This design comes from an exercise in tuning for small area on the open sky130 flow, not from production work.
Function was checked by simulation only, so behaviour that the tests miss may differ from the original.
Power figures rest on the tool's default switching activity, not on a simulated workload.

==> flow/design.v <==
module sha512_engine (
  input  wire        clk,
  input  wire        rst,           
  input  wire        req_valid,
  input  wire        req_we,
  input  wire [6:0]  req_addr,
  input  wire [63:0] req_wdata,
  output wire        req_ready,
  output reg         rsp_valid,
  output wire [63:0] rsp_rdata
);
  localparam [2:0] P_IDLE  = 3'd0,
                   P_PRE   = 3'd1,
                   P_LOAD  = 3'd2,
                   P_ROUND = 3'd3,
                   P_REST  = 3'd4,
                   P_FEED  = 3'd5;
  reg [2047:0] Mf;        
  reg [511:0]  Hf;        
  reg [255:0]  ad;        
  reg [255:0]  eh;        
  reg [63:0]   acc;       
  reg [11:0]   side;      
  reg [2:0]  phase;
  reg        two;
  reg        blk;
  reg        done;
  reg [6:0]  wc;          
  reg [3:0]  dg;          
  reg [2:0]  phase_n;
  reg        two_n, blk_n, done_n;
  reg [6:0]  wc_n;
  reg [3:0]  dg_n;
  wire busy    = (phase != P_IDLE);
  wire p_pre   = (phase == P_PRE);
  wire p_load  = (phase == P_LOAD);
  wire p_round = (phase == P_ROUND);
  wire p_rest  = (phase == P_REST);
  wire p_feed  = (phase == P_FEED);
  wire [2:0] wk = ~wc[2:0];    
  function automatic [63:0] k_word(input [6:0] t);
    case (t)
      7'd0: k_word = 64'h428a2f98d728ae22;
      7'd1: k_word = 64'h7137449123ef65cd;
      7'd2: k_word = 64'hb5c0fbcfec4d3b2f;
      7'd3: k_word = 64'he9b5dba58189dbbc;
      7'd4: k_word = 64'h3956c25bf348b538;
      7'd5: k_word = 64'h59f111f1b605d019;
      7'd6: k_word = 64'h923f82a4af194f9b;
      7'd7: k_word = 64'hab1c5ed5da6d8118;
      7'd8: k_word = 64'hd807aa98a3030242;
      7'd9: k_word = 64'h12835b0145706fbe;
      7'd10: k_word = 64'h243185be4ee4b28c;
      7'd11: k_word = 64'h550c7dc3d5ffb4e2;
      7'd12: k_word = 64'h72be5d74f27b896f;
      7'd13: k_word = 64'h80deb1fe3b1696b1;
      7'd14: k_word = 64'h9bdc06a725c71235;
      7'd15: k_word = 64'hc19bf174cf692694;
      7'd16: k_word = 64'he49b69c19ef14ad2;
      7'd17: k_word = 64'hefbe4786384f25e3;
      7'd18: k_word = 64'h0fc19dc68b8cd5b5;
      7'd19: k_word = 64'h240ca1cc77ac9c65;
      7'd20: k_word = 64'h2de92c6f592b0275;
      7'd21: k_word = 64'h4a7484aa6ea6e483;
      7'd22: k_word = 64'h5cb0a9dcbd41fbd4;
      7'd23: k_word = 64'h76f988da831153b5;
      7'd24: k_word = 64'h983e5152ee66dfab;
      7'd25: k_word = 64'ha831c66d2db43210;
      7'd26: k_word = 64'hb00327c898fb213f;
      7'd27: k_word = 64'hbf597fc7beef0ee4;
      7'd28: k_word = 64'hc6e00bf33da88fc2;
      7'd29: k_word = 64'hd5a79147930aa725;
      7'd30: k_word = 64'h06ca6351e003826f;
      7'd31: k_word = 64'h142929670a0e6e70;
      7'd32: k_word = 64'h27b70a8546d22ffc;
      7'd33: k_word = 64'h2e1b21385c26c926;
      7'd34: k_word = 64'h4d2c6dfc5ac42aed;
      7'd35: k_word = 64'h53380d139d95b3df;
      7'd36: k_word = 64'h650a73548baf63de;
      7'd37: k_word = 64'h766a0abb3c77b2a8;
      7'd38: k_word = 64'h81c2c92e47edaee6;
      7'd39: k_word = 64'h92722c851482353b;
      7'd40: k_word = 64'ha2bfe8a14cf10364;
      7'd41: k_word = 64'ha81a664bbc423001;
      7'd42: k_word = 64'hc24b8b70d0f89791;
      7'd43: k_word = 64'hc76c51a30654be30;
      7'd44: k_word = 64'hd192e819d6ef5218;
      7'd45: k_word = 64'hd69906245565a910;
      7'd46: k_word = 64'hf40e35855771202a;
      7'd47: k_word = 64'h106aa07032bbd1b8;
      7'd48: k_word = 64'h19a4c116b8d2d0c8;
      7'd49: k_word = 64'h1e376c085141ab53;
      7'd50: k_word = 64'h2748774cdf8eeb99;
      7'd51: k_word = 64'h34b0bcb5e19b48a8;
      7'd52: k_word = 64'h391c0cb3c5c95a63;
      7'd53: k_word = 64'h4ed8aa4ae3418acb;
      7'd54: k_word = 64'h5b9cca4f7763e373;
      7'd55: k_word = 64'h682e6ff3d6b2b8a3;
      7'd56: k_word = 64'h748f82ee5defb2fc;
      7'd57: k_word = 64'h78a5636f43172f60;
      7'd58: k_word = 64'h84c87814a1f0ab72;
      7'd59: k_word = 64'h8cc702081a6439ec;
      7'd60: k_word = 64'h90befffa23631e28;
      7'd61: k_word = 64'ha4506cebde82bde9;
      7'd62: k_word = 64'hbef9a3f7b2c67915;
      7'd63: k_word = 64'hc67178f2e372532b;
      7'd64: k_word = 64'hca273eceea26619c;
      7'd65: k_word = 64'hd186b8c721c0c207;
      7'd66: k_word = 64'heada7dd6cde0eb1e;
      7'd67: k_word = 64'hf57d4f7fee6ed178;
      7'd68: k_word = 64'h06f067aa72176fba;
      7'd69: k_word = 64'h0a637dc5a2c898a6;
      7'd70: k_word = 64'h113f9804bef90dae;
      7'd71: k_word = 64'h1b710b35131c471b;
      7'd72: k_word = 64'h28db77f523047d84;
      7'd73: k_word = 64'h32caab7b40c72493;
      7'd74: k_word = 64'h3c9ebe0a15c9bebc;
      7'd75: k_word = 64'h431d67c49c100d4c;
      7'd76: k_word = 64'h4cc5d4becb3e42b6;
      7'd77: k_word = 64'h597f299cfc657e2a;
      7'd78: k_word = 64'h5fcb6fab3ad6faec;
      7'd79: k_word = 64'h6c44198c4a475817;
      default: k_word = 64'h0;
    endcase
  endfunction
  function automatic [63:0] iv_word(input [2:0] idx);
    case (idx)
      3'd0: iv_word = 64'h6a09e667f3bcc908;
      3'd1: iv_word = 64'hbb67ae8584caa73b;
      3'd2: iv_word = 64'h3c6ef372fe94f82b;
      3'd3: iv_word = 64'ha54ff53a5f1d36f1;
      3'd4: iv_word = 64'h510e527fade682d1;
      3'd5: iv_word = 64'h9b05688c2b3e6c1f;
      3'd6: iv_word = 64'h1f83d9abfb41bd6b;
      default: iv_word = 64'h5be0cd19137e2179;
    endcase
  endfunction
  function automatic [63:0] ssig0(input [63:0] x);
    ssig0 = {x[0], x[63:1]} ^ {x[7:0], x[63:8]} ^ (x >> 7);
  endfunction
  function automatic [63:0] ssig1(input [63:0] x);
    ssig1 = {x[18:0], x[63:19]} ^ {x[60:0], x[63:61]} ^ (x >> 6);
  endfunction
  function automatic tap(input [63:0] x, input [63:0] y, input [3:0] d, input integer p);
    tap = ({d, 2'b00} + p >= 64) ? y[p] : x[p];
  endfunction
  wire is_status_rd = !req_we && (req_addr == 7'h09);
  assign req_ready  = !busy || is_status_rd;
  wire acc_ok       = req_valid && req_ready;
  wire acc_rd       = acc_ok && !req_we;
  wire acc_wr       = acc_ok && req_we;
  wire wr_h         = acc_wr && (req_addr[6:3] == 4'b0000);
  wire wr_m         = acc_wr && (req_addr[6:5] == 2'b01);
  wire wr_cmd       = acc_wr && (req_addr == 7'h08);
  wire cmd1         = (req_wdata == 64'd1);
  wire cmd2         = (req_wdata == 64'd2);
  reg        sts_q;
  reg  [1:0] st_q;
  always @(posedge clk) begin
    sts_q  <= (req_addr == 7'h09);
    st_q   <= {done, busy};
  end
  always @(posedge clk) begin
    if (rst) rsp_valid <= 1'b0;
    else     rsp_valid <= acc_rd;
  end
  wire [1:0] k      = dg[1:0];
  wire [5:0] rr     = {wc[3:0], dg[3:2]};           
  wire       feed_ld = p_feed && two && !blk && (wc[2:0] == 3'd7) && (dg == 4'd15);
  wire       ld0    = p_pre || feed_ld;              
  wire       opc    = ld0 || p_rest || (p_round && dg[3:2] == 2'b11);
  function automatic [5:0] eaddr_f(input [2:0] ph, input [6:0] c, input [3:0] d,
                                   input b, input tw);
    reg [1:0] kk;
    reg [5:0] rs;
    reg       fl, l0, mp;
    reg [3:0] bs, of, sl;
    begin
      kk = d[1:0];
      rs = {c[3:0], d[3:2]};
      fl = (ph == P_FEED) && tw && !b && (c[2:0] == 3'd7) && (d == 4'd15);
      l0 = (ph == P_PRE) || fl;
      bs = (ph == P_ROUND) ? c[3:0] + 4'd1 : ~rs[3:0];
      of = (kk == 2'd0) ? 4'd0 : (kk == 2'd1) ? 4'd1 : (kk == 2'd2) ? 4'd9 : 4'd14;
      sl = l0 ? 4'd0 : bs + of;
      mp = (ph == P_PRE) || (ph == P_ROUND) || (ph == P_REST) || fl;
      eaddr_f = mp ? {1'b1, (ph == P_PRE) ? 1'b0 : (fl ? 1'b1 : b), sl} : {3'b000, ~c[2:0]};
    end
  endfunction
  wire [5:0] eaddr_n = eaddr_f(phase_n, wc_n, dg_n, blk_n, two_n);
  wire       hsel_m  = (req_addr[6:5] == 2'b01);
  wire       hsel_h  = (req_addr[6:3] == 4'b0000);
  wire       eng_n   = (phase_n != P_IDLE);
  wire [5:0] rsel_n  = eng_n ? eaddr_n : {req_addr[5], req_addr[4:0]};
  wire       rsm_n   = eng_n ? eaddr_n[5]  : hsel_m;
  wire       rsh_n   = eng_n ? !eaddr_n[5] : hsel_h;
  reg  [39:0] oh;         
  integer r;
  always @(posedge clk)
    for (r = 0; r < 40; r = r + 1)
      oh[r] <= (r < 32) ? (rsm_n && rsel_n[4:0] == r) : (rsh_n && rsel_n[2:0] == r - 32);
  reg  [63:0] rdword;
  always @* begin
    rdword = 64'd0;
    for (r = 0; r < 32; r = r + 1)
      rdword = rdword | (Mf[64*r +: 64] & {64{oh[r]}});
    for (r = 0; r < 8; r = r + 1)
      rdword = rdword | (Hf[64*r +: 64] & {64{oh[32+r]}});
  end
  assign rsp_rdata = sts_q ? {62'd0, st_q} : rdword;
  wire        first_op = ld0 || (opc && k == 2'd0);
  wire        sub      = p_rest && !first_op;
  wire        zero_op  = !opc || (p_round && (wc < 7'd15) && !first_op);
  wire [63:0] opnd     = zero_op ? 64'd0 :
                         (k == 2'd1 && !ld0) ? ssig0(rdword) :
                         (k == 2'd3 && !ld0) ? ssig1(rdword) : rdword;
  wire [63:0] acc_nx   = (first_op ? 64'd0 : acc) + (sub ? ~opnd : opnd) + {63'd0, sub};
  always @(posedge clk) begin
    acc <= acc_nx;
    if (dg == 4'd12)
      side <= acc[63:52];
  end
  wire [3:0] rdig  = rdword[{dg, 2'b00} +: 4];
  wire [63:0] ivw  = iv_word(wk);
  wire [3:0] ivdig = ivw[{dg, 2'b00} +: 4];
  wire [3:0] src   = (two && !blk) ? ivdig : rdig;
  wire [63:0] kw   = k_word(wc);
  wire [3:0] kdig  = kw[{dg, 2'b00} +: 4];
  wire [63:0] wsrc = (dg > 4'd12) ? {side, acc[51:0]} : acc;
  wire [3:0] wd    = wsrc[{dg, 2'b00} +: 4];
  wire [63:0] wa = ad[255:192], wb = ad[191:128];
  wire [63:0] we_ = eh[255:192], wf = eh[191:128];
  wire [3:0] a_d = ad[195:192], b_d = ad[131:128], c_d = ad[67:64], d_d = ad[3:0];
  wire [3:0] e_d = eh[195:192], f_d = eh[131:128], g_d = eh[67:64], h_d = eh[3:0];
  reg [3:0] S0, S1;
  integer n;
  always @* begin
    for (n = 0; n < 4; n = n + 1) begin
      S0[n] = tap(wa, wb, dg, n + 28) ^ tap(wa, wb, dg, n + 34) ^ tap(wa, wb, dg, n + 39);
      S1[n] = tap(we_, wf, dg, n + 14) ^ tap(we_, wf, dg, n + 18) ^ tap(we_, wf, dg, n + 41);
    end
  end
  wire [3:0] chd = (e_d & f_d) ^ (~e_d & g_d);
  wire [3:0] mjd = (a_d & b_d) ^ (a_d & c_d) ^ (b_d & c_d);
  reg  [2:0] c1_q;
  reg  [1:0] ca_q;
  reg        ce_q;
  reg        cf_q;
  wire first = (dg == 4'd0);
  wire [6:0] sum1 = h_d + S1 + chd + kdig + wd + (first ? 3'd0 : c1_q);
  wire [3:0] t1d  = sum1[3:0];
  wire [5:0] suma = t1d + S0 + mjd + (first ? 2'd0 : ca_q);
  wire [4:0] sume = d_d + t1d + (first ? 1'b0 : ce_q);
  wire [3:0] srcg = (p_load || p_feed) ? src : 4'd0;
  wire [3:0] fadd = (p_feed || p_rest) ? h_d : 4'd0;
  wire [4:0] sumf = srcg + fadd + (first ? 1'b0 : cf_q);
  wire [3:0] a_in = p_round ? suma[3:0] : sumf[3:0];
  wire [3:0] e_in = p_round ? sume[3:0] : d_d;
  always @(posedge clk) begin
    c1_q <= sum1[6:4];
    ca_q <= suma[5:4];
    ce_q <= sume[4];
    cf_q <= sumf[4];
    ad   <= {a_in, ad[255:4]};
    eh   <= {e_in, eh[255:4]};
  end
  wire       wm_eng = (p_round && dg == 4'd0 && wc >= 7'd16) ||
                      (p_rest && k == 2'd0 && rr != 6'd0) ||
                      (p_feed && wc == 7'd0 && dg == 4'd0);
  wire [3:0] wslot  = p_round ? wc[3:0] : ~rr[3:0] + 4'd1;
  integer j, i;
  always @(posedge clk) begin
    for (j = 0; j < 32; j = j + 1)
      if ((wr_m && req_addr[4:0] == j) || (wm_eng && {blk, wslot} == j))
        Mf[64*j +: 64] <= busy ? acc : req_wdata;
    for (j = 0; j < 8; j = j + 1)
      for (i = 0; i < 16; i = i + 1)
        if ((wr_h && req_addr[2:0] == j) || (p_feed && wk == j && dg == i))
          Hf[64*j + 4*i +: 4] <= busy ? sumf[3:0] : req_wdata[4*i +: 4];
  end
  always @* begin
    phase_n = phase;
    two_n   = two;
    blk_n   = blk;
    done_n  = done;
    wc_n    = wc;
    dg_n    = (busy && !p_pre) ? dg + 4'd1 : 4'd0;
    case (phase)
      P_IDLE: begin
        if (wr_cmd && (cmd1 || cmd2)) begin
          two_n   = cmd2;
          blk_n   = 1'b0;
          done_n  = 1'b0;
          wc_n    = 7'd0;
          phase_n = P_PRE;
        end
      end
      P_PRE:
        phase_n = P_LOAD;
      P_LOAD: begin
        if (dg == 4'd15) begin
          if (wc[2:0] == 3'd7) begin
            wc_n    = 7'd0;
            phase_n = P_ROUND;
          end else
            wc_n = wc + 7'd1;
        end
      end
      P_ROUND: begin
        if (dg == 4'd15) begin
          if (wc == 7'd79) begin
            wc_n    = 7'd0;
            phase_n = P_REST;
          end else
            wc_n = wc + 7'd1;
        end
      end
      P_REST: begin
        if (dg == 4'd15) begin
          if (wc[3:0] == 4'd15) begin
            wc_n    = 7'd0;
            phase_n = P_FEED;
          end else
            wc_n = wc + 7'd1;
        end
      end
      default: begin   
        if (dg == 4'd15) begin
          if (wc[2:0] == 3'd7) begin
            wc_n = 7'd0;
            if (two && !blk) begin
              blk_n   = 1'b1;
              phase_n = P_ROUND;
            end else begin
              done_n  = 1'b1;
              phase_n = P_IDLE;
            end
          end else
            wc_n = wc + 7'd1;
        end
      end
    endcase
    if (rst) begin
      phase_n = P_IDLE;
      done_n  = 1'b0;
      dg_n    = 4'd0;
    end
  end
  always @(posedge clk) begin
    phase <= phase_n;
    two   <= two_n;
    blk   <= blk_n;
    done  <= done_n;
    wc    <= wc_n;
    dg    <= dg_n;
  end
endmodule
==> flow/flow/run.sh <==
#!/bin/bash
# Own layout flow: the standard ORFS flow with an area-oriented ABC
# script in synthesis, the smallest buffer on each port, a clock tree without
# dummy loads, and more antenna-repair rounds after detailed routing.  Each
# tool's output is in orfs/logs/; make's own output in flow_make.log.
set -euo pipefail
WORK=$PWD
export AREA_ABC_SCRIPT=$WORK/flow/area.abc
CTS="-sink_clustering_enable -repair_clock_nets -dont_use_dummy_load -sink_buffer_max_cap_derate 1.0 -buf_list {sky130_fd_sc_hd__clkbuf_8} -sink_clustering_size 16 -sink_clustering_max_diameter 40"
bash standard.sh SYNTH_SCRIPT=$WORK/flow/synth_area.tcl "CTS_ARGS=$CTS" \
  "BUFFER_PORTS_ARGS=-buffer_cell sky130_fd_sc_hd__buf_1" MAX_REPAIR_ANTENNAS_ITER_DRT=8 \
  finish > $WORK/flow_make.log 2>&1
==> flow/flow/area.abc <==
strash
&get -n
&st
&syn2
&dch
&nf -R 1000
&put
strash
&get -n
&st
&synch2
&dch -f
&nf -a -R 1000
&put
strash
&get -n
&st
&synch2
&dch -f
&nf -p -a -R 1000
&put
topo
stime -c
buffer -c
upsize -c
dnsize -c
stime -c
==> flow/flow/synth_area.tcl <==
# synth_recipe.tcl with one change: Yosys's abc pass runs flow/area.abc, an
# area-oriented mapping script, in place of ORFS's default script.
proc synth {args} { yosys synth -nofsm -noshare {*}$args }
proc abc {args} {
  set i [lsearch -exact $args -script]
  if { $i >= 0 } { lset args [expr { $i + 1 }] $::env(AREA_ABC_SCRIPT) }
  yosys abc {*}$args
}
source $::env(SCRIPTS_DIR)/synth.tcl
# left out here: clear keep_hierarchy, flatten, clean up, hide names made inside functions, write 1_2_yosys.v
==> flow/standard.sh <==
#!/bin/bash
# synth_recipe.tcl (not shown) runs the flow's synth.tcl, then flattens the netlist and writes it again
# the make line also repeats each setting of config.mk as NAME=value (left out here)
make -C /OpenROAD-flow-scripts/flow DESIGN_CONFIG=/design/flow/config.mk WORK_HOME=/design/flow/orfs CLKGATE_MAP_FILE= SYNTH_SCRIPT=/design/flow/synth_recipe.tcl "${@:-finish}"
==> flow/config.mk <==
export PLATFORM = sky130hd
export DESIGN_NAME = sha512_engine
export DESIGN_NICKNAME = sha512_engine
export VERILOG_FILES = /design/flow/design.v
export SDC_FILE = /design/flow/constraint.sdc
export NUM_CORES = 8
export LEC_CHECK = 0
export CAP_MARGIN = 20
export CORE_MARGIN = 2
export CORE_UTILIZATION = 50
export PLACE_DENSITY = 0.6
export SLEW_MARGIN = 20
export SYNTH_MEMORY_MAX_BITS = 16384
==> flow/constraint.sdc <==
create_clock -name core_clock -period 16.0 [get_ports {clk}]
set_input_delay 3.2000 -clock core_clock [delete_from_list [all_inputs] [get_ports {clk}]]
set_output_delay 3.2000 -clock core_clock [all_outputs]
set_load 0.01 [all_outputs]
==> key figures, run 1 <==
Run status
  – Outcome: no timing/DRC/antenna violations

Yosys
  – Synth top area share: 62.43%
  – Main synth FF type: edfxtp_1
  – FFs w/ async S/R, synth: 0%
  – Seq/Total Area, Yosys: 72.79%
  – Ranking of synthesized cells by area: edfxtp_1 62%, dfxtp_1 10%, a222oi_1 3.7%
  – Mapped Avg Cell Area: 14.50 µm²
  – Biggest area consumer among synthesized cells: edfxtp_1
  – Synth warn: 1
  – Mapped Area: 123900 µm²
  – Post-synthesis register bit count: 3216
  – Post-synth EDFFs: 2575
  – Post-Synthesis Cells: 8544
  – Yosys cell types: 90
  – Post-synth net total: 8781

Clock network
  – CTS tree: done
  – Clock Latency Late Sink: 1.09 ns
  – Num CTS Buffers: 405
  – # hold bufs at CTS: 0
  – Htree depth: 5
  – PostCTS Resize Cnt: 0
  – Clk sinks: 3216
  – CTS Root Cell: clkbuf_8
  – Clock-pin slew on the worst setup and hold paths: 0.06 ns
  – CTS Buffer Depth: 4
  – Setup Fix Bufs, Post-CTS: 0

Timing
  – Skew final: 0.1817 ns
  – Pins Over Slew Limit: 0
  – Setup WS post-layout: 4.676 ns
  – Fmax: 88.30 MHz
  – Final hold viol count: 0
  – Setup TNS: 0 ns
  – Slew margin rel.: 13.67%
  – Final period util: 70.78%
  – Unrepaired setup endpoints after global routing: no
  – Worst-Margin Slew: 1.290 ns
  – Fin crit period: 11.32 ns
  – # setup viols final: 0

Placed design
  – Post-DP HPWL: 332.3 mm
  – Setup Slack @ Placement: 4.959 ns
  – I/O Buffers: 140
  – GPL Wtd Cong: 1.013

Worst setup path
  – Crit Path Class: reg -> reg
  – Critical path data required time: 16.92 ns
  – Max FO, Critical Path: 70
  – Worst EP arrival: 12.24 ns
  – CP max stage delay: 0.76 ns
  – Critical Path Slowest Stage Cell: dfxtp_4
  – Crit end category: register
  – Crit start category: register

GRT
  – Number of global-route vias before repair: 84054
  – Pin count of the biggest net entering global routing: 86
  – Global-route wire length before repair: 742.6 mm
  – Initial antenna violation count: 47
  – Total grt overflow: 0
  – GRT Overall Usage: 43.80%

Drt
  – Antenna Nets Post-Route: 0
  – Vias: 91198
  – Vias per inst: 7.472
  – Drt first pass iters: 17
  – DRC violations left: 0
  – Drt total wl: 561.6 mm
  – WL per Instance: 46.01 µm
  – 1st-iter DRT viols: 19140

Cells and area
  – Area grow syn2layout: 9.246%
  – Commonest cells after routing, fill and taps aside: 2575 x edfxtp_1, 729 x nand2_1, 596 x dfxtp_1, 460 x a222oi_1, 459 x o21ai_0
  – Commonest non-fill, non-tap cell in the layout: edfxtp_1
  – Nets: 9054
  – Layout cells sized above 1: 10.39%

Pwr
  – Total leakage power: 44.95 nW
  – Final Power: 15.51 mW
  – Worst vdd ir: 0.00007677 V
  – PD cells: 114.6 nW/µm²

Floorplanning
  – Die area: 251700 µm²
  – Num ports: 141
  – Initial Util: 50.32%
  – Row cnt: 182
  – Die width: 501.7 µm
  – Chip height: 501.7 µm
  – Core area: 246200 µm²

Worst hold path
  – Hold Path Class: reg -> reg

Flow run
  – Max cap viols: 0
## layout make-up
class,instances,area (µm²)
Sequential cell,3216,90320
Fill cell,20030,110800
Tap cell,3312,4144
Timing Repair Buffer,449,3025
Multi-Input combinational cell,4665,31750
Antenna cell,79,197.7
Clock buffer,405,5574
Inverter,80,300.3
## kinds of logic after synthesis
group | Yosys count | synth area share, %
flops | 3216 | 72.79
compound gates | 2171 | 12.93
simple gates | 1900 | 7.136
buf+inv | 663 | 2.039
xor+xnor | 382 | 2.701
fa+ha+maj | 162 | 1.800
mux | 50 | 0.6101
## per-layer routing
metal / track usage, % / up-vias / routed length [µm]
li1: - / 34111 / -
met1: 59.14 / 45596 / 198600
met2: 59.55 / 9366 / 223800
met3: 17.43 / 2095 / 96460
met4: 25.54 / 30 / 42380
met5: 0.3859 / - / 292
## worst max-delay path: cells and delay by family, from the launching register on
family / cells / cell delay (ns)
buf+inv: 2 / 0.92
xor+xnor: 2 / 0.32
simple gates: 14 / 2.17
compound gates: 27 / 5.97
fa+ha+maj: 2 / 1.03
flops: 1 / 0.76
## where the power goes
group / total (mW) / leakage [nW] / switching, mW / internal, mW
logic: 1.11 / 13.7 / 0.733 / 0.373
registers: 9.40 / 28.4 / 0.286 / 9.11
clock network: 5.00 / 2.91 / 2.77 / 2.23
## sequential cells by signal, summed over array words and instances (netlist names), 3 cells and up
signal  flops
Hf        512
Mf       2048
acc        64
ad        256
c1_q        3
dg          4
eh        256
oh         40
phase       3
side       12
wc          7
## through the flow
stage | cell area [µm²] | hold slack (ns) | util (%) | std cells
after global routing | 135100 | 0.2501 | 54.90 | 12138
after global placement | 129300 | 0.3095 | 52.53 | 11712
after detailed placement | 129400 | 0.3121 | 52.58 | 11717
after floorplan | 123900 | 0.3096 | - | 8544
final | 135300 | 0.2734 | 54.97 | 12206
after CTS | 135000 | 0.2606 | 54.85 | 12122
## final timing paths
check / startpoint / to / slack [ns] / cells after the start
worst max-delay path: dg[1] / acc[62] / 4.68 / 47
worst min register to register: ad[74] / ad[70] / 0.27 / 0
worst max register to register: dg[1] / acc[62] / 4.68 / 47
worst min-delay path: ad[74] / ad[70] / 0.27 / 0
## synthesized netlist by cell type (all sizes together) (150+ instances only)
cell and number:
nor2 385, nand4 150, xnor2 237, dfxtp 641, a22oi 291, nand3 195, nand2 747, clkbuf 434
edfxtp 2575, a222oi 460, o21ai 483, a21oi 289
==> run 2: changes to the inputs <==
--- a/flow/flow/run.sh
+++ b/flow/flow/run.sh
@@ -6,7 +6,7 @@
 set -euo pipefail
 WORK=$PWD
 export AREA_ABC_SCRIPT=$WORK/flow/area.abc
-CTS="-sink_clustering_enable -repair_clock_nets -dont_use_dummy_load -sink_buffer_max_cap_derate 1.0 -buf_list {sky130_fd_sc_hd__clkbuf_8} -sink_clustering_size 16 -sink_clustering_max_diameter 40"
+CTS="-sink_clustering_enable -repair_clock_nets -dont_use_dummy_load -buf_list {sky130_fd_sc_hd__clkbuf_4 sky130_fd_sc_hd__clkbuf_8} -sink_clustering_size 24"
 bash standard.sh SYNTH_SCRIPT=$WORK/flow/synth_area.tcl "CTS_ARGS=$CTS" \
   "BUFFER_PORTS_ARGS=-buffer_cell sky130_fd_sc_hd__buf_1" MAX_REPAIR_ANTENNAS_ITER_DRT=8 \
   finish > $WORK/flow_make.log 2>&1
==> key figures, run 2 <==
Run status
  – Outcome: no timing/DRC/antenna violations

Yosys
  – Yosys cell types: 90 (unchanged)
  – Mapped Avg Cell Area: 14.50 µm² (unchanged)
  – Biggest area consumer among synthesized cells: edfxtp_1
  – Post-synthesis register bit count: 3216 (unchanged)
  – FFs w/ async S/R, synth: 0% (unchanged)
  – Cell with the most instances after synthesis: edfxtp_1
  – Synth top area share: 62.43% (unchanged)
  – Seq/Total Area, Yosys: 72.79% (unchanged)
  – Most frequent cells after synthesis: 2575 x edfxtp_1, 745 x nand2_1, 641 x dfxtp_1, 469 x o21ai_0, 460 x a222oi_1
  – Ranking of synthesized cells by area: edfxtp_1 62%, dfxtp_1 10%, a222oi_1 3.7%
  – Post-synth net total: 8781 (unchanged)
  – Post-Synthesis Cells: 8544 (unchanged)
  – Post-synth EDFFs: 2575 (unchanged)
  – Mapped Area: 123900 µm² (unchanged)
  – Synth warn: 1 (unchanged)
  – Main synth FF type: edfxtp_1

Clock network
  – Setup Fix Bufs, Post-CTS: 0 (unchanged)
  – Clock-pin slew on the worst setup and hold paths: 0.06 ns (about the same)
  – CTS Buffer Depth: 4 (unchanged)
  – Num CTS Buffers: 496 (+22%)
  – # hold bufs at CTS: 0 (unchanged)
  – CTS tree: done
  – PostCTS Resize Cnt: 0 (unchanged)
  – Clk sinks: 3216 (unchanged)
  – CTS Root Cell: clkbuf_8
  – Htree depth: 5 (unchanged)
  – Clock Latency Late Sink: 1.23 ns (+0.14 ns)

Cells and area
  – Layout cells sized above 1: 11.33% (+0.94 points)
  – Biggest regs: Mf x2048, Hf x512
  – Nets: 9145 (+1.0%)
  – Largest Register: Mf
  – Largest register FFs: 2048 (unchanged)
  – Number of non-filler instances in the completed layout: 12307 (+0.83%)
  – Commonest non-fill, non-tap cell in the layout: edfxtp_1
  – Commonest cells after routing, fill and taps aside: 2575 x edfxtp_1, 729 x nand2_1, 596 x dfxtp_1, 496 x clkbuf_8, 460 x a222oi_1
  – Final core occ: 55.49% (+0.52 points)
  – Area grow syn2layout: 10.28%

Drt
  – Drt total wl: 562.2 mm (+0.11%)
  – Drt first pass iters: 12 (-5)
  – WL per Instance: 45.68 µm (-0.71%)
  – Antenna Nets Post-Route: 0 (unchanged)
  – DRC violations left: 0 (unchanged)
  – Vias per inst: 7.453 (-0.25%)
  – Vias: 91721 (+0.57%)
  – 1st-iter DRT viols: 19317 (+0.92%)

GRT
  – Number of global-route vias before repair: 84782 (+0.87%)
  – Pin count of the biggest net entering global routing: 86 (unchanged)
  – GRT Overall Usage: 43.94% (+0.13 points)
  – Global-route wire length before repair: 744.6 mm (+0.26%)
  – Total grt overflow: 0 (unchanged)
  – Initial antenna violation count: 46 (-2.1%)

Worst setup path
  – Critical Path Stages: 47 (unchanged)
  – Crit end category: register
  – Critical path data required time: 16.94 ns (+0.02 ns)
  – FF-to-FF path depth: 47 (unchanged)
  – R2R setup slack: 4.57 ns (-0.11 ns)
  – Setup crit start: dg[1]
  – Critical Path Slowest Stage Cell: dfxtp_4
  – Top cell family by delay on the critical path: compound AO/OA/AOI/OAI gates
  – Crit start category: register
  – Max FO, Critical Path: 70 (unchanged)
  – Worst setup path end: acc[62]
  – CP bufs+invs: 2 (unchanged)
  – Crit Path Class: reg -> reg
  – Worst EP arrival: 12.37 ns (+0.13 ns)
  – Reg-to-reg endpoint: acc[62]
  – RR Startpoint: dg[1]
  – CP max stage delay: 0.78 ns (+0.02 ns)

Floorplanning
  – Die width: 501.7 µm (unchanged)
  – Initial Util: 50.32% (unchanged)
  – Chip height: 501.7 µm (unchanged)
  – Die area: 251700 µm² (unchanged)
  – Core area: 246200 µm² (unchanged)
  – Num ports: 141 (unchanged)
  – Row cnt: 182 (unchanged)

Pwr
  – Worst vdd ir: 0.00008679 V (+13%)
  – Sw Share: 24.20% (-0.26 points)
  – Clock power frac: 34.7% (+2.5 points)
  – Flop pwr share: 58.4% (-2.2 points)
  – Int Power: 12.21 mW (+4.2%)
  – Psw: 3.897 mW (+2.7%)
  – Total leakage power: 45.60 nW (+1.5%)
  – PD cells: 117.9 nW/µm² (+2.9%)
  – Logic pwr share: 6.9% (-0.2 points)

Timing
  – Unrepaired setup endpoints after global routing: no
  – Final hold viol count: 0 (unchanged)
  – Fin crit period: 11.43 ns (+0.1058 ns)
  – Final period util: 71.44% (+0.66 points)
  – Fmax: 87.49 MHz (-0.93%)
  – Slew margin rel.: 13.49% (-0.18 points)
  – Setup TNS: 0 ns (unchanged)
  – Worst-Margin Slew: 1.293 ns (+0.002672 ns)
  – WHS: 0.2260 ns (-0.04741 ns)
  – Pins Over Slew Limit: 0 (unchanged)
  – Skew final: 0.2248 ns (+0.04306 ns)
  – Setup WS post-layout: 4.570 ns (-0.1058 ns)
  – # setup viols final: 0 (unchanged)

Flow run
  – Max cap viols: 0 (unchanged)

Worst hold path
  – Worst Min Path Start: ad[209]
  – Hold Path Class: reg -> reg

Placed design
  – Post-DP HPWL: 332.3 mm (unchanged)
  – Placed Cells: 11717 (unchanged)
  – I/O Buffers: 140 (unchanged)
  – Setup Slack @ Placement: 4.959 ns (unchanged)
  – GPL Wtd Cong: 1.013 (unchanged)
run 2: final cells by class:
type                       instances  area [µm²]
timing repair buffer             449        3025
clock buffer                     496        6827
fill                           19937      109600
inverter                          80       300.3
tap                             3312        4144
multi-input combinational       4665       31760
sequential                      3216       90320
antenna                           89       222.7
run 2: stage by stage:
step           total power, mW  area, µm²
6_report                 16.10     136600
5_1_grt                  16.44     136400
4_1_cts                  16.02     136300
3_5_place_dp             10.61     129400
3_3_place_gp             10.60     129300
2_1_floorplan            10.02     123900
run 2: power by group through the flow:
| stage | registers [mW] | clock network, mW | logic (mW) |
|---|---|---|---|
| final | 9.41 | 5.59 | 1.11 |
| after global placement | 9.54 | 0 | 1.06 |
| after global routing | 9.38 | 5.89 | 1.17 |
| after floorplan | 9.34 | 0 | 0.685 |
| after CTS | 9.37 | 5.58 | 1.07 |
| after detailed placement | 9.54 | 0 | 1.06 |
run 2: layer usage:
| metal | GRT usage, % | vias up | share of wire, % |
|---|---|---|---|
| li1 | - | 34295 | - |
| met1 | 59.35 | 45704 | 35 |
| met2 | 59.44 | 9622 | 40 |
| met3 | 17.62 | 2070 | 17 |
| met4 | 25.88 | 30 | 7.5 |
| met5 | 0.6174 | - | 0.092 |
run 2: worst min path at each step:
stage	to	slack [ns]	depth (start not counted)
5_1_grt	ad[75]	0.21	0
3_3_place_gp	ad[234]	0.31	0
4_1_cts	ad[75]	0.22	0
3_5_place_dp	ad[88]	0.31	0
2_1_floorplan	ad[0]	0.31	0
6_report	ad[205]	0.23	0
run 2: logic make-up after synthesis:
group / Yosys count / share of synthesized area, %
AOI/OAI and AO/OA: 2171 / 12.93
xor gates and xnor gates: 382 / 2.701
adders and majority gates: 162 / 1.800
buffers and inverters: 663 / 2.039
DFF: 3216 / 72.79
muxes: 50 / 0.6101
and+or+nand+nor: 1900 / 7.136
==> run 3: changes to the inputs <==
==> flow/flow/run.sh (replaced) <==
#!/bin/bash
# Own layout flow: the standard ORFS flow with an area-oriented ABC
# script in synthesis, the smallest buffer on each port, a clock tree without
# dummy loads, and antenna repair with a margin and more rounds.  Each
# tool's output is in orfs/logs/; make's own output in flow_make.log.
set -euo pipefail
WORK=$PWD
export AREA_ABC_SCRIPT=$WORK/flow/area.abc
CTS="-sink_clustering_enable -repair_clock_nets -dont_use_dummy_load -sink_buffer_max_cap_derate 1.0 -buf_list {sky130_fd_sc_hd__clkbuf_8} -sink_clustering_size 16 -sink_clustering_max_diameter 40"
bash standard.sh SYNTH_SCRIPT=$WORK/flow/synth_area.tcl "CTS_ARGS=$CTS" \
  "BUFFER_PORTS_ARGS=-buffer_cell sky130_fd_sc_hd__buf_1" MAX_REPAIR_ANTENNAS_ITER_DRT=8 \
  PRE_GLOBAL_ROUTE_TCL=$WORK/flow/antenna.tcl PRE_DETAIL_ROUTE_TCL=$WORK/flow/antenna.tcl \
  finish > $WORK/flow_make.log 2>&1
==> flow/flow/antenna.tcl (new file) <==
# Sourced before global and detailed routing: every antenna repair aims 30%
# below the antenna ratio limits, so that the few long, lightly loaded nets
# do not need round after round of re-routing.
if { [llength [info commands repair_antennas_std]] == 0 } {
  rename repair_antennas repair_antennas_std
  proc repair_antennas { args } { repair_antennas_std {*}$args -ratio_margin 30 }
}
==> flow/flow/area.abc (replaced) <==
strash
&get -n
&deepsyn -T 300
&put
&get -n
&dch -f
&nf -p -a -R 1000
&put
topo
stime -c
buffer -c
upsize -c
dnsize -c
stime -c
==> key figures, run 3 <==
Yosys
  – Post-Synthesis Cells: 8422 (-1.4%)
  – Post-synthesis compound-gate area fraction: 12.80% (-0.13 points)
  – Main synth FF type: edfxtp_1
  – Synth Area in Simple Gates: 7.478% (+0.34 points)
  – Multiplexer area fraction after synthesis: 0.8854% (+0.28 points)
  – Seq/Total Area, Yosys: 73.42% (+0.63 points)
  – Adder-cell area share of the yosys netlist: 1.816% (+0.016 points)
  – Cell with the most instances after synthesis: edfxtp_1
  – Mapped Avg Cell Area: 14.58 µm² (+0.57%)
  – Post-synth EDFFs: 2575 (unchanged)
  – Largest family of logic cells by synthesized area: compound AO/OA/AOI/OAI gates
  – Most frequent cells after synthesis: 2575 x edfxtp_1, 641 x dfxtp_1, 564 x nand2_1, 547 x nor2_1, 464 x a222oi_1
  – FFs w/ async S/R, synth: 0% (unchanged)
  – Synth warn: 1 (unchanged)
  – Post-synthesis register bit count: 3216 (unchanged)
  – Synth top area share: 62.97% (+0.54 points)
  – Yosys cell types: 79 (-12%)
  – Biggest area consumer among synthesized cells: edfxtp_1
  – Post-synth net total: 8659 (-1.4%)
  – Mapped Area: 122800 µm² (-0.86%)
  – Ranking of synthesized cells by area: edfxtp_1 63%, dfxtp_1 10%, a222oi_1 3.8%
  – XOR/XNOR share of the synthesized area: 1.598% (-1.1 points)

Cells and area
  – Commonest cells after routing, fill and taps aside: 2575 x edfxtp_1, 598 x dfxtp_1, 541 x nand2_1, 504 x nor2_1, 467 x buf_4
  – Largest Register: Mf
  – Storage cell area: 90310 µm² (about the same)
  – Multi-input gate area: 30980 µm² (-2.5%)
  – Number of non-filler instances in the completed layout: 12369 (+0.50%)
  – Commonest non-fill, non-tap cell in the layout: edfxtp_1
  – Nets: 9113 (-0.35%)
  – Area grow syn2layout: 10.72%
  – Layout cells sized above 1: 12.41% (+1.1 points)
  – Largest register FFs: 2048 (unchanged)
  – Filler Cell Count: 19449 (-2.4%)
  – Biggest regs: Mf x2048, Hf x512

Worst setup path
  – R2R setup slack: 2.12 ns (-2.45 ns)
  – Setup crit start: oh[24]
  – Critical Path Slowest Stage Cell: xnor2_1
  – Crit Path Class: reg -> reg
  – Reg-to-reg endpoint: acc[63]
  – Crit start category: register
  – FF-to-FF path depth: 78 (+66%)
  – RR Startpoint: oh[24]
  – Most used cell along the critical path: a21oi_2
  – Worst EP arrival: 14.80 ns (+2.43 ns)
  – Max FO, Critical Path: 29 (-59%)
  – Crit end category: register
  – Worst setup path end: acc[63]
  – CP max stage delay: 0.68 ns (-0.10 ns)
  – Critical path data required time: 16.91 ns (-0.03 ns)

Timing
  – Setup WS post-layout: 2.117 ns (-2.452 ns)
  – Fin crit period: 13.88 ns (+2.452 ns)
  – Skew final: 0.2239 ns (-0.0009090 ns)
  – Slew margin rel.: 3.729% (-9.8 points)
  – Worst-Margin Slew: 1.429 ns (+0.1361 ns)
  – Fmax: 72.03 MHz (-18%)
  – Pins Over Slew Limit: 0 (unchanged)
  – Final period util: 86.77% (+15 points)
  – Unrepaired setup endpoints after global routing: no
  – Setup TNS: 0 ns (unchanged)
  – # setup viols final: 0 (unchanged)
  – Final hold viol count: 0 (unchanged)

Clock network
  – Clk sinks: 3216 (unchanged)
  – PostCTS Resize Cnt: 0 (unchanged)
  – Setup Fix Bufs, Post-CTS: 0 (unchanged)
  – CTS Root Cell: clkbuf_8
  – Htree depth: 5 (unchanged)
  – Clock-pin slew on the worst setup and hold paths: 0.10 ns (+0.04 ns)
  – CTS tree: done
  – Num CTS Buffers: 390 (-21%)
  – # hold bufs at CTS: 0 (unchanged)
  – Clock Latency Late Sink: 1.20 ns (-0.03 ns)
  – CTS Buffer Depth: 4 (unchanged)

Floorplanning
  – Die area: 249600 µm² (-0.86%)
  – Core area: 243700 µm² (-1.0%)
  – Chip height: 499.6 µm (-0.43%)
  – Num ports: 141 (unchanged)
  – Initial Util: 50.39% (+0.075 points)
  – Die width: 499.6 µm (-0.43%)
  – Row cnt: 181 (-0.55%)

Flow run
  – Max cap viols: 0 (unchanged)

Drt
  – Antenna Nets Post-Route: 0 (unchanged)
  – WL per Instance: 49.03 µm (+7.3%)
  – Drt first pass iters: 13 (+1)
  – DRC violations left: 0 (unchanged)
  – Vias per inst: 7.584 (+1.8%)
  – Drt total wl: 606.4 mm (+7.9%)
  – Vias: 93811 (+2.3%)
  – 1st-iter DRT viols: 22480 (+16%)

Pwr
  – Worst vdd ir: 0.0001257 V (+45%)
  – Sw Share: 23.71% (-0.49 points)
  – Total leakage power: 45.31 nW (-0.64%)
  – Int Power: 11.55 mW (-5.3%)
  – Final Power: 15.15 mW (-5.9%)
  – Flop pwr share: 61.1% (+2.7 points)
  – Clock power frac: 32.1% (-2.6 points)
  – Psw: 3.591 mW (-7.8%)
  – PD cells: 111.4 nW/µm² (-5.5%)
  – Logic pwr share: 6.8% (about the same)

Run status
  – Outcome: no timing/DRC/antenna violations

Placed design
  – Placed Cells: 11685 (-0.27%)
  – I/O Buffers: 140 (unchanged)
  – Setup Slack @ Placement: 2.502 ns (-2.457 ns)
  – GPL Wtd Cong: 1.116 (+10%)
  – Post-DP HPWL: 378.9 mm (+14%)

GRT
  – Initial antenna violation count: 126 (+170%)
  – GRT Overall Usage: 47.79% (+3.9 points)
  – Pin count of the biggest net entering global routing: 68 (-21%)
  – Total grt overflow: 0 (unchanged)
  – Number of global-route vias before repair: 86957 (+2.6%)
  – Global-route wire length before repair: 793.8 mm (+6.6%)

Worst hold path
  – Hold Path Class: reg -> reg
## run 3: final cells by class
cell class | instances | area share (%)
antenna | 293 | 0.5393
clock buffer | 390 | 3.948
inverter | 100 | 0.2770
multi-input combinational | 4552 | 22.79
sequential | 3216 | 66.43
tap | 3202 | 2.947
timing repair buffer | 616 | 3.073
## run 3: power by group through the flow
stage	combinational (mW)	sequential [mW]	clock, mW
final	1.03	9.25	4.87
after global routing	1.06	9.24	5.11
after CTS	0.973	9.24	4.81
after detailed placement	0.968	9.42	0
after global placement	0.959	9.42	0
after floorplan	0.546	9.32	0
## run 3: how the worst min path moves through the flow
stage,from,to,depth (start not counted)
floorplan,ad[4],ad[0],0
global placement,ad[54],ad[50],0
detailed placement,ad[184],ad[180],0
CTS,ad[204],ad[200],0
global route,ad[204],ad[200],0
finish,ad[204],ad[200],0
## run 3: per-layer routing
layer / vias to the layer above / GRT usage, % / share of wire (%)
li1: 34428 / - / -
met1: 45735 / 56.40 / 31
met2: 10637 / 68.96 / 42
met3: 2965 / 18.58 / 16
met4: 46 / 39.61 / 10
met5: - / 0.6753 / 0.056
## run 3: per-stage QoR
step           utilization (%)  area [µm²]  hold slack [ns]
2_1_floorplan                -      122800           0.3096
3_3_place_gp             53.22      129700           0.3095
3_5_place_dp             53.25      129800           0.3121
4_1_cts                  55.45      135100           0.2579
5_1_grt                  55.66      135600           0.2505
6_report                 55.79      136000           0.2690
## run 3: worst max-delay path: cells and delay by family, from the launching register on
family,cells,cell delay [ns]
AO/OA/AOI/OAI,61,9.64
XOR/XNOR,2,0.79
flip-flops,1,0.62
buffers and inverters,2,0.38
AND/OR/NAND/NOR,12,1.86
adder cells (fa/ha/maj),1,0.28
## run 3: logic make-up (layout without fill, tap and decap cells)
| kind of cell | count (synthesis) | in the layout |
|---|---|---|
| DFF | 3216 | 3216 |
| AOI/OAI and AO/OA | 2109 | 2109 |
| and+or+nand+nor | 1950 | 1950 |
| buffers and inverters | 654 | 1106 |
| xor gates and xnor gates | 224 | 224 |
| adders and majority gates | 162 | 162 |
| muxes | 107 | 107 |
| other | 0 | 293 |
==> run 4: changes to the inputs <==
--- a/flow/flow/run.sh
+++ b/flow/flow/run.sh
@@ -6,7 +6,7 @@
 set -euo pipefail
 WORK=$PWD
 export AREA_ABC_SCRIPT=$WORK/flow/area.abc
-CTS="-sink_clustering_enable -repair_clock_nets -dont_use_dummy_load -sink_buffer_max_cap_derate 1.0 -buf_list {sky130_fd_sc_hd__clkbuf_8} -sink_clustering_size 16 -sink_clustering_max_diameter 40"
+CTS="-sink_clustering_enable -repair_clock_nets -dont_use_dummy_load -sink_buffer_max_cap_derate 1.0 -buf_list {sky130_fd_sc_hd__clkbuf_16} -sink_clustering_size 25 -sink_clustering_max_diameter 60 -clustering_exponent 2"
 bash standard.sh SYNTH_SCRIPT=$WORK/flow/synth_area.tcl "CTS_ARGS=$CTS" \
   "BUFFER_PORTS_ARGS=-buffer_cell sky130_fd_sc_hd__buf_1" MAX_REPAIR_ANTENNAS_ITER_DRT=8 \
   PRE_GLOBAL_ROUTE_TCL=$WORK/flow/antenna.tcl PRE_DETAIL_ROUTE_TCL=$WORK/flow/antenna.tcl \
==> key figures, run 4 <==
Run status
  – Outcome: no timing/DRC/antenna violations

Drt
  – Antenna Nets Post-Route: 0 (unchanged)
  – Drt total wl: 597.1 mm (-1.5%)
  – DRC violations left: 0 (unchanged)
  – Vias per inst: 7.671 (+1.1%)
  – 1st-iter DRT viols: 22421 (-0.26%)
  – WL per Instance: 49.14 µm (+0.23%)
  – Drt first pass iters: 14 (+1)
  – Vias: 93203 (-0.65%)

Timing
  – Final hold viol count: 0 (unchanged)
  – Final period util: 95.52% (+8.8 points)
  – Skew final: 0.1531 ns (-0.07081 ns)
  – Unrepaired setup endpoints after global routing: no
  – Fin crit period: 15.28 ns (+1.400 ns)
  – # setup viols final: 0 (unchanged)
  – Slew margin rel.: 10.39% (+6.7 points)
  – Pins Over Slew Limit: 0 (unchanged)
  – Setup TNS: 0 ns (unchanged)
  – Fmax: 65.43 MHz (-9.2%)
  – Setup WS post-layout: 0.7169 ns (-1.400 ns)
  – Worst-Margin Slew: 1.344 ns (-0.08482 ns)

Clock network
  – Clock-pin slew on the worst setup and hold paths: 0.10 ns (about the same)
  – Htree depth: 4 (-1)
  – Clk sinks: 3216 (unchanged)
  – CTS Root Cell: clkbuf_16
  – Setup Fix Bufs, Post-CTS: 0 (unchanged)
  – CTS Buffer Depth: 3 (-1)
  – PostCTS Resize Cnt: 0 (unchanged)
  – Num CTS Buffers: 181 (-54%)
  – Clock Latency Late Sink: 0.91 ns (-0.29 ns)
  – # hold bufs at CTS: 0 (unchanged)
  – CTS tree: done

Worst setup path
  – Most used cell along the critical path: a21o_1
  – Critical path data required time: 16.71 ns (-0.20 ns)
  – Worst EP arrival: 15.99 ns (+1.19 ns)
  – Critical Path Slowest Stage Cell: nand4_1
  – Crit start category: register
  – Max FO, Critical Path: 33 (+14%)
  – Crit end category: register
  – Crit Path Class: reg -> reg
  – CP max stage delay: 0.52 ns (-0.16 ns)

GRT
  – M2 GR Usage: 66.25% (-2.7 points)
  – Met3 Usage GRT: 19.48% (+0.91 points)
  – Global-route wire length before repair: 778.8 mm (-1.9%)
  – Met1 Track Usage GR: 59.55% (+3.1 points)
  – GRT Overall Usage: 46.81% (-0.98 points)
  – Total grt overflow: 0 (unchanged)
  – Initial antenna violation count: 110 (-13%)
  – Number of global-route vias before repair: 85120 (-2.1%)
  – Pin count of the biggest net entering global routing: 86 (+26%)
  – Busiest grt layer: met2

Cells and area
  – Filler Cell Count: 19518 (+0.35%)
  – Nets: 8915 (-2.2%)
  – Final Cell Area: 135400 µm² (-0.38%)
  – Final core occ: 55.63% (-0.16 points)
  – Commonest non-fill, non-tap cell in the layout: edfxtp_1
  – Area grow syn2layout: 10.47%
  – Number of non-filler instances in the completed layout: 12150 (-1.8%)
  – Storage cell area: 90310 µm² (about the same)
  – Largest Register: Mf
  – Layout cells sized above 1: 10.28% (-2.1 points)
  – Biggest regs: Mf x2048, Hf x512
  – Multi-input gate area: 30930 µm² (-0.18%)
  – Commonest cells after routing, fill and taps aside: 2575 x edfxtp_1, 657 x nand2_1, 599 x dfxtp_1, 505 x buf_4, 467 x a222oi_1
  – Largest register FFs: 2048 (unchanged)

Yosys
  – Main synth FF type: edfxtp_1
  – Seq/Total Area, Yosys: 73.54% (+0.12 points)
  – Largest family of logic cells by synthesized area: compound AO/OA/AOI/OAI gates
  – Post-synth EDFFs: 2575 (unchanged)
  – Post-Synthesis Cells: 8364 (-0.69%)
  – Synth warn: 1 (unchanged)
  – Synth top area share: 63.07% (+0.10 points)
  – FFs w/ async S/R, synth: 0% (unchanged)
  – Synth Area in Simple Gates: 7.248% (-0.23 points)
  – Post-synthesis compound-gate area fraction: 12.90% (+0.10 points)
  – Yosys cell types: 75 (-5.1%)
  – Mapped Avg Cell Area: 14.66 µm² (+0.53%)
  – Biggest area consumer among synthesized cells: edfxtp_1
  – Post-synthesis register bit count: 3216 (unchanged)
  – Adder-cell area share of the yosys netlist: 1.819% (+0.0029 points)
  – Multiplexer area fraction after synthesis: 0.9909% (+0.11 points)
  – Post-synth net total: 8601 (-0.67%)
  – XOR/XNOR share of the synthesized area: 1.650% (+0.053 points)
  – Cell with the most instances after synthesis: edfxtp_1
  – Most frequent cells after synthesis: 2575 x edfxtp_1, 679 x nand2_1, 641 x dfxtp_1, 467 x a222oi_1, 418 x nor2_1
  – Ranking of synthesized cells by area: edfxtp_1 63%, dfxtp_1 10%, a222oi_1 3.8%
  – Mapped Area: 122600 µm² (-0.16%)

Floorplanning
  – Die area: 249200 µm² (-0.16%)
  – Core area: 243500 µm² (about the same)
  – Chip height: 499.2 µm (about the same)
  – Initial Util: 50.36% (about the same)
  – Row cnt: 181 (unchanged)
  – Num ports: 141 (unchanged)
  – Die width: 499.2 µm (about the same)

Placed design
  – Setup Slack @ Placement: 1.272 ns (-1.230 ns)
  – Placed cell area: 130100 µm² (+0.27%)
  – I/O Buffers: 140 (unchanged)
  – Post-DP HPWL: 375.6 mm (-0.85%)
  – GPL Wtd Cong: 1.047 (-6.2%)
  – Placed Cells: 11694 (+0.077%)

Pwr
  – Worst vdd ir: 0.0001180 V (-6.1%)
  – PD cells: 110.5 nW/µm² (-0.79%)
  – Total leakage power: 46.17 nW (+1.9%)

Flow run
  – Max cap viols: 0 (unchanged)

Worst hold path
  – Hold Path Class: reg -> reg
[run 4: final timing paths]
check / from / end / slack (ns) / depth (start not counted)
max: oh[10] / acc[62] / 0.72 / 74
min: eh[240] / eh[236] / 0.26 / 0
max reg2reg: oh[10] / acc[62] / 0.72 / 74
min reg2reg: eh[240] / eh[236] / 0.26 / 0
[run 4: metal layers]
metal | up-vias | part of all wire, %
met2 | 10552 | 41
li1 | 34052 | -
met3 | 2510 | 17
met1 | 46043 | 33
met5 | - | 0.095
met4 | 46 | 8.1
[run 4: metrics by stage]
stage / hold slack [ns] / power (mW)
final: 0.2623 / 14.97
after detailed placement: 0.3121 / 10.51
after CTS: 0.2500 / 14.86
after global placement: 0.3101 / 10.50
after global routing: 0.2624 / 15.21
after floorplan: 0.3096 / 9.922
[run 4: area by class of cell]
type                    instances  share of cell area, %
flip-flops and latches       3216                  66.68
multi-input cells            4546                  22.84
repair buffers                667                  3.494
clock buffers                 181                  3.344
well taps                    3202                  2.958
diodes                        272                 0.5026
inverters                      66                 0.1848
[run 4: cell families after synthesis]
logic type | Yosys count
compound gates | 2131
xor+xnor | 231
fa+ha+maj | 162
buf+inv | 602
flops | 3216
mux | 119
simple gates | 1903
[run 4: where the power goes]
group | leakage, nW | internal (mW) | switching (mW)
combinational | 15.6 | 0.332 | 0.733
sequential | 28.4 | 9.10 | 0.228
clock | 2.23 | 2.00 | 2.57
[run 4: critical path: cells and delay by family (launching register included)]
kind | cells | cell delay, ns
adders and majority gates | 1 | 0.20
buffers and inverters | 1 | 0.27
DFF | 1 | 0.49
xor gates and xnor gates | 2 | 0.47
muxes | 1 | 0.28
and+or+nand+nor | 9 | 1.54
AOI/OAI and AO/OA | 60 | 11.86
==> run 5: changes to the inputs <==
==> flow/flow/area.abc (replaced) <==
strash
&get -n
&st
&syn2
&dch
&nf -R 1000
&put
strash
&get -n
&st
&synch2
&dch -f
&nf -a -R 1000
&put
strash
&get -n
&st
&synch2
&dch -f
&nf -p -a -R 1000
&put
topo
stime -c
buffer -c
upsize -c
dnsize -c
stime -c
==> key figures, run 5 <==
Timing
  – Setup TNS: 0 ns (unchanged)
  – Final period util: 70.87% (-25 points)
  – Unrepaired setup endpoints after global routing: no
  – Final hold viol count: 0 (unchanged)
  – Setup WS post-layout: 4.660 ns (+3.943 ns)
  – Worst-Margin Slew: 1.314 ns (-0.02985 ns)
  – Fin crit period: 11.34 ns (-3.943 ns)
  – Slew margin rel.: 12.06% (+1.7 points)
  – Fmax: 88.18 MHz (+35%)
  – Skew final: 0.1595 ns (+0.006411 ns)
  – Pins Over Slew Limit: 0 (unchanged)
  – # setup viols final: 0 (unchanged)

Clock network
  – Clock-pin slew on the worst setup and hold paths: 0.08 ns (-0.02 ns)
  – Htree depth: 4 (unchanged)
  – PostCTS Resize Cnt: 0 (unchanged)
  – # hold bufs at CTS: 0 (unchanged)
  – Setup Fix Bufs, Post-CTS: 0 (unchanged)
  – CTS tree: done
  – CTS Buffer Depth: 3 (unchanged)
  – Clk sinks: 3216 (unchanged)
  – Clock Latency Late Sink: 0.93 ns (+0.02 ns)
  – Num CTS Buffers: 183 (+1.1%)
  – CTS Root Cell: clkbuf_16

Worst setup path
  – Top cell family by delay on the critical path: compound AO/OA/AOI/OAI gates
  – CP max stage delay: 0.77 ns (+0.25 ns)
  – Critical Path Slowest Stage Cell: dfxtp_4
  – Critical path data required time: 16.72 ns (about the same)
  – Setup crit start: dg[1]
  – Max FO, Critical Path: 70 (+110%)
  – Crit Path Class: reg -> reg
  – Worst EP arrival: 12.06 ns (-3.93 ns)
  – CP bufs+invs: 2 (+1)
  – Crit start category: register
  – RR Startpoint: dg[1]
  – Crit end category: register

Yosys
  – Seq/Total Area, Yosys: 72.79% (-0.75 points)
  – Post-Synthesis Cells: 8544 (+2.2%)
  – Mapped Area: 123900 µm² (+1.0%)
  – Post-synthesis register bit count: 3216 (unchanged)
  – Ranking of synthesized cells by area: edfxtp_1 62%, dfxtp_1 10%, a222oi_1 3.7%
  – Most frequent cells after synthesis: 2575 x edfxtp_1, 745 x nand2_1, 641 x dfxtp_1, 469 x o21ai_0, 460 x a222oi_1
  – Mapped Avg Cell Area: 14.50 µm² (-1.1%)
  – Synth warn: 1 (unchanged)
  – FFs w/ async S/R, synth: 0% (unchanged)
  – Biggest area consumer among synthesized cells: edfxtp_1
  – Synth top area share: 62.43% (-0.64 points)
  – Post-synth net total: 8781 (+2.1%)
  – Yosys cell types: 90 (+20%)
  – Cell with the most instances after synthesis: edfxtp_1
  – Post-synth EDFFs: 2575 (unchanged)
  – Main synth FF type: edfxtp_1

Pwr
  – Final Power: 15.10 mW (+0.88%)
  – Clock power frac: 30.5% (about the same)
  – Sw Share: 23.84% (+0.23 points)
  – Total leakage power: 44.30 nW (-4.0%)
  – Int Power: 11.50 mW (+0.57%)
  – Psw: 3.599 mW (+1.9%)
  – Worst vdd ir: 0.0001314 V (+11%)
  – Logic pwr share: 7.4% (+0.3 points)
  – Flop pwr share: 62.2% (about the same)
  – PD cells: 112.1 nW/µm² (+1.5%)

Floorplanning
  – Chip height: 501.7 µm (+0.51%)
  – Die width: 501.7 µm (+0.51%)
  – Core area: 246200 µm² (+1.1%)
  – Num ports: 141 (unchanged)
  – Row cnt: 182 (+0.55%)
  – Die area: 251700 µm² (+1.0%)
  – Initial Util: 50.32% (about the same)

GRT
  – GRT Overall Usage: 43.53% (-3.3 points)
  – Number of global-route vias before repair: 82234 (-3.4%)
  – Global-route wire length before repair: 736.5 mm (-5.4%)
  – Initial antenna violation count: 100 (-9.1%)
  – Total grt overflow: 0 (unchanged)
  – Pin count of the biggest net entering global routing: 86 (unchanged)

Cells and area
  – Commonest non-fill, non-tap cell in the layout: edfxtp_1
  – Nets: 8833 (-0.92%)
  – Commonest cells after routing, fill and taps aside: 2575 x edfxtp_1, 730 x nand2_1, 596 x dfxtp_1, 460 x o21ai_0, 460 x a222oi_1
  – Area grow syn2layout: 8.707%
  – Largest Register: Mf
  – Number of non-filler instances in the completed layout: 12106 (-0.36%)
  – Filler Cell Count: 20004 (+2.5%)
  – Final Cell Area: 134700 µm² (-0.58%)
  – Largest register FFs: 2048 (unchanged)
  – Biggest regs: Mf x2048, Hf x512
  – Layout cells sized above 1: 8.099% (-2.2 points)

Worst hold path
  – Hold Path Class: reg -> reg
  – Worst Min Path Start: ad[75]

Placed design
  – Setup Slack @ Placement: 4.959 ns (+3.687 ns)
  – Placed cell area: 129400 µm² (-0.52%)
  – GPL Wtd Cong: 1.013 (-3.2%)
  – I/O Buffers: 140 (unchanged)
  – Post-DP HPWL: 332.3 mm (-12%)
  – Placed Cells: 11717 (+0.20%)

Drt
  – Drt total wl: 557.3 mm (-6.7%)
  – DRC violations left: 0 (unchanged)
  – 1st-iter DRT viols: 21382 (-4.6%)
  – Vias: 90494 (-2.9%)
  – WL per Instance: 46.03 µm (-6.3%)
  – Vias per inst: 7.475 (-2.6%)
  – Drt first pass iters: 11 (-3)
  – Antenna Nets Post-Route: 0 (unchanged)

Flow run
  – Max cap viols: 0 (unchanged)

Run status
  – Outcome: no timing/DRC/antenna violations
## run 5: changes by cell type after synthesis, moves of 34 or more
cell / previous run / this run
xnor2_1: 93 / 237
o21ai_0: 373 / 469
a21o_1: 115 / 31
mux2i_1: 103 / 26
a22oi_1: 363 / 291
nand2_1: 679 / 745
nor3_1: 133 / 83
o22ai_1: 104 / 58
a21oi_1: 250 / 286
nand3_1: 159 / 194
nor2_1: 418 / 384
## run 5: logic make-up after synthesis
| logic type | share of synthesized area [%] |
|---|---|
| buffers and inverters | 2.039 |
| adder cells (fa/ha/maj) | 1.800 |
| multiplexers | 0.6101 |
| XOR/XNOR | 2.701 |
| AND/OR/NAND/NOR | 7.136 |
| AO/OA/AOI/OAI | 12.93 |
| flip-flops | 72.79 |
## run 5: power groups by stage
stage / registers (mW) / clock network, mW / logic, mW
final: 9.39 / 4.60 / 1.11
after global routing: 9.37 / 4.84 / 1.17
after CTS: 9.35 / 4.58 / 1.07
after detailed placement: 9.54 / 0 / 1.06
after global placement: 9.54 / 0 / 1.06
after floorplan: 9.34 / 0 / 0.685
## run 5: area by class of cell
class	count	area, µm²	share of cell area (%)
Tap cell	3312	4144	3.078
Sequential cell	3216	90320	67.08
Clock buffer	183	4579	3.401
Timing Repair Buffer	450	3044	2.261
Multi-Input combinational cell	4665	31760	23.59
Antenna cell	200	500.5	0.3717
Inverter	80	300.3	0.2230
## run 5: metal layers
layer / GRT usage, % / share of wire (%) / wire length (µm) / up-vias
li1: - / - / - / 33875
met1: 58.99 / 35 / 197100 / 45182
met2: 59.24 / 40 / 223500 / 9519
met3: 17.23 / 17 / 96790 / 1886
met4: 24.78 / 7.1 / 39410 / 32
met5: 0.6946 / 0.079 / 441 / -
## run 5: path summary, 6_finish.rpt
check | endpoint | slack, ns | cells after the start
setup / recovery | acc[62] | 4.66 | 47
hold / removal | ad[71] | 0.20 | 0
setup reg to reg | acc[62] | 4.66 | 47
hold reg to reg | ad[71] | 0.20 | 0
## run 5: stage by stage
stage / util (%) / hold slack (ns)
6_report: 54.70 / 0.1992
3_3_place_gp: 52.53 / 0.3095
5_1_grt: 54.59 / 0.1884
4_1_cts: 54.44 / 0.1873
2_1_floorplan: - / 0.3096
3_5_place_dp: 52.58 / 0.3121
==> run 6: changes to the inputs <==
--- a/flow/flow/run.sh
+++ b/flow/flow/run.sh
@@ -6,7 +6,7 @@
 set -euo pipefail
 WORK=$PWD
 export AREA_ABC_SCRIPT=$WORK/flow/area.abc
-CTS="-sink_clustering_enable -repair_clock_nets -dont_use_dummy_load -sink_buffer_max_cap_derate 1.0 -buf_list {sky130_fd_sc_hd__clkbuf_16} -sink_clustering_size 25 -sink_clustering_max_diameter 60 -clustering_exponent 2"
+CTS="-sink_clustering_enable -repair_clock_nets -dont_use_dummy_load -sink_buffer_max_cap_derate 1.0 -buf_list {sky130_fd_sc_hd__clkbuf_16} -sink_clustering_size 25 -sink_clustering_max_diameter 80 -clustering_exponent 2"
 bash standard.sh SYNTH_SCRIPT=$WORK/flow/synth_area.tcl "CTS_ARGS=$CTS" \
   "BUFFER_PORTS_ARGS=-buffer_cell sky130_fd_sc_hd__buf_1" MAX_REPAIR_ANTENNAS_ITER_DRT=8 \
   PRE_GLOBAL_ROUTE_TCL=$WORK/flow/antenna.tcl PRE_DETAIL_ROUTE_TCL=$WORK/flow/antenna.tcl \
==> key figures, run 6 <==
GRT
  – Pin count of the biggest net entering global routing: 86 (unchanged)
  – GRT Overall Usage: 43.53% (about the same)
  – Global-route wire length before repair: 735.8 mm (about the same)
  – Initial antenna violation count: 104 (+4.0%)
  – Number of global-route vias before repair: 82147 (-0.11%)

Worst setup path
  – Worst EP arrival: 12.07 ns (about the same)
  – Crit end category: register
  – Crit Path Class: reg -> reg
  – Max FO, Critical Path: 70 (unchanged)
  – Critical path data required time: 16.78 ns (+0.06 ns)
  – CP max stage delay: 0.76 ns (about the same)
  – Crit start category: register

Flow run
  – Max cap viols: 0 (unchanged)

Pwr
  – Psw: 3.546 mW (-1.5%)
  – Int Power: 11.23 mW (-2.4%)
  – Flop pwr share: 63.5% (+1.3 points)
  – Logic pwr share: 7.5% (about the same)
  – Worst vdd ir: 0.0001205 V (-8.3%)
  – PD cells: 110.3 nW/µm² (-1.6%)
  – Final Power: 14.77 mW (-2.2%)

Floorplanning
  – Die area: 251700 µm² (unchanged)
  – Chip height: 501.7 µm (unchanged)
  – Row cnt: 182 (unchanged)
  – Num ports: 141 (unchanged)
  – Initial Util: 50.32% (unchanged)

Drt
  – DRC violations left: 0 (unchanged)
  – Vias: 90331 (-0.18%)
  – WL per Instance: 46.12 µm (+0.19%)
  – Drt first pass iters: 13 (+2)
  – Antenna Nets Post-Route: 0 (unchanged)
  – Vias per inst: 7.485 (+0.13%)
  – 1st-iter DRT viols: 22505 (+5.3%)

Cells and area
  – Largest register FFs: 2048 (unchanged)
  – Commonest cells after routing, fill and taps aside: 2575 x edfxtp_1, 726 x nand2_1, 596 x dfxtp_1, 460 x o21ai_0, 460 x a222oi_1
  – Number of non-filler instances in the completed layout: 12068 (-0.31%)
  – Filler Cell Count: 20055 (+0.25%)
  – Commonest non-fill, non-tap cell in the layout: edfxtp_1
  – Largest Register: Mf
  – Nets: 8803 (-0.34%)
  – Final Cell Area: 133900 µm² (-0.54%)

Yosys
  – Post-synth net total: 8781 (unchanged)
  – Biggest area consumer among synthesized cells: edfxtp_1
  – Mapped Avg Cell Area: 14.50 µm² (unchanged)
  – Synth warn: 1 (unchanged)
  – Most frequent cells after synthesis: 2575 x edfxtp_1, 745 x nand2_1, 641 x dfxtp_1, 469 x o21ai_0, 460 x a222oi_1
  – Post-synthesis register bit count: 3216 (unchanged)
  – Ranking of synthesized cells by area: edfxtp_1 62%, dfxtp_1 10%, a222oi_1 3.7%
  – Post-synth EDFFs: 2575 (unchanged)

Timing
  – Pins Over Slew Limit: 0 (unchanged)
  – Worst-Margin Slew: 1.246 ns (-0.06793 ns)
  – Skew final: 0.1563 ns (-0.003171 ns)
  – Final period util: 70.55% (-0.32 points)
  – WHS: 0.2928 ns (+0.09366 ns)
  – Fin crit period: 11.29 ns (-0.05157 ns)
  – Final hold viol count: 0 (unchanged)
  – Fmax: 88.59 MHz (+0.46%)
  – Slew margin rel.: 16.03% (+4.0 points)
  – Setup TNS: 0 ns (unchanged)

Clock network
  – Setup Fix Bufs, Post-CTS: 0 (unchanged)
  – Htree depth: 4 (unchanged)
  – PostCTS Resize Cnt: 0 (unchanged)
  – Clock Latency Late Sink: 0.93 ns (about the same)
  – Num CTS Buffers: 157 (-14%)
  – CTS Root Cell: clkbuf_16
  – Clock-pin slew on the worst setup and hold paths: 0.09 ns (about the same)

Worst hold path
  – Hold Path Class: reg -> reg
  – Hold Path Depth: 0 (unchanged)

Run status
  – Outcome: no timing/DRC/antenna violations

Placed design
  – Placed cell area: 129400 µm² (unchanged)
  – Post-DP HPWL: 332.3 mm (unchanged)
  – Placed Cells: 11717 (unchanged)
[run 6: final cells by class]
cell class / count / area, µm² / area share (%)
antenna: 192 / 480.5 / 0.3587
sequential: 3216 / 90320 / 67.44
multi-input combinational: 4665 / 31760 / 23.72
clock buffer: 157 / 3929 / 2.934
inverter: 80 / 300.3 / 0.2242
timing repair buffer: 446 / 2988 / 2.231
tap: 3312 / 4144 / 3.094
[run 6: final timing paths]
| check | from | endpoint | slack [ns] |
|---|---|---|---|
| worst max register to register | dg[1] | acc[62] | 4.71 |
| worst min-delay path | eh[63] | eh[59] | 0.29 |
| worst min register to register | eh[63] | eh[59] | 0.29 |
| worst max-delay path | dg[1] | acc[62] | 4.71 |
[run 6: routing by layer]
| layer | global-route usage (%) | vias up | share of wire, % |
|---|---|---|---|
| li1 | - | 33797 | - |
| met1 | 59.41 | 45380 | 36 |
| met2 | 59.16 | 9249 | 40 |
| met3 | 16.48 | 1873 | 17 |
| met4 | 25.31 | 32 | 7.1 |
| met5 | 0.1736 | - | 0.050 |
[run 6: power by group through the flow]
stage	logic, mW	registers, mW	clock network [mW]
floorplan	0.685	9.34	0
global placement	1.06	9.54	0
detailed placement	1.06	9.54	0
CTS	1.07	9.35	4.25
global route	1.17	9.37	4.51
finish	1.11	9.39	4.28
[run 6: logic make-up (layout without fill, tap and decap cells)]
logic type | after synthesis | after routing | synth area share [%]
AO/OA/AOI/OAI | 2171 | 2171 | 12.93
AND/OR/NAND/NOR | 1900 | 1900 | 7.136
adder cells (fa/ha/maj) | 162 | 162 | 1.800
multiplexers | 50 | 50 | 0.6101
XOR/XNOR | 382 | 382 | 2.701
buffers and inverters | 663 | 683 | 2.039
other | 0 | 192 | 0
flip-flops | 3216 | 3216 | 72.79
[run 6: worst max-delay path: cells and delay by family (launching register included)]
| family | cells | cell delay [ns] |
|---|---|---|
| flip-flops | 1 | 0.76 |
| XOR/XNOR | 2 | 0.33 |
| adder cells (fa/ha/maj) | 2 | 1.02 |
| AO/OA/AOI/OAI | 27 | 5.95 |
| buffers and inverters | 2 | 0.93 |
| AND/OR/NAND/NOR | 14 | 2.17 |

Check on run 6: ideal ports give 4.712 ns setup slack; a clkbuf_16 on the clock port and buf_2 on the inputs give 4.712 ns; moving port delays by the midpoint clock arrival (0.963 ns) as well gives 4.712 ns.
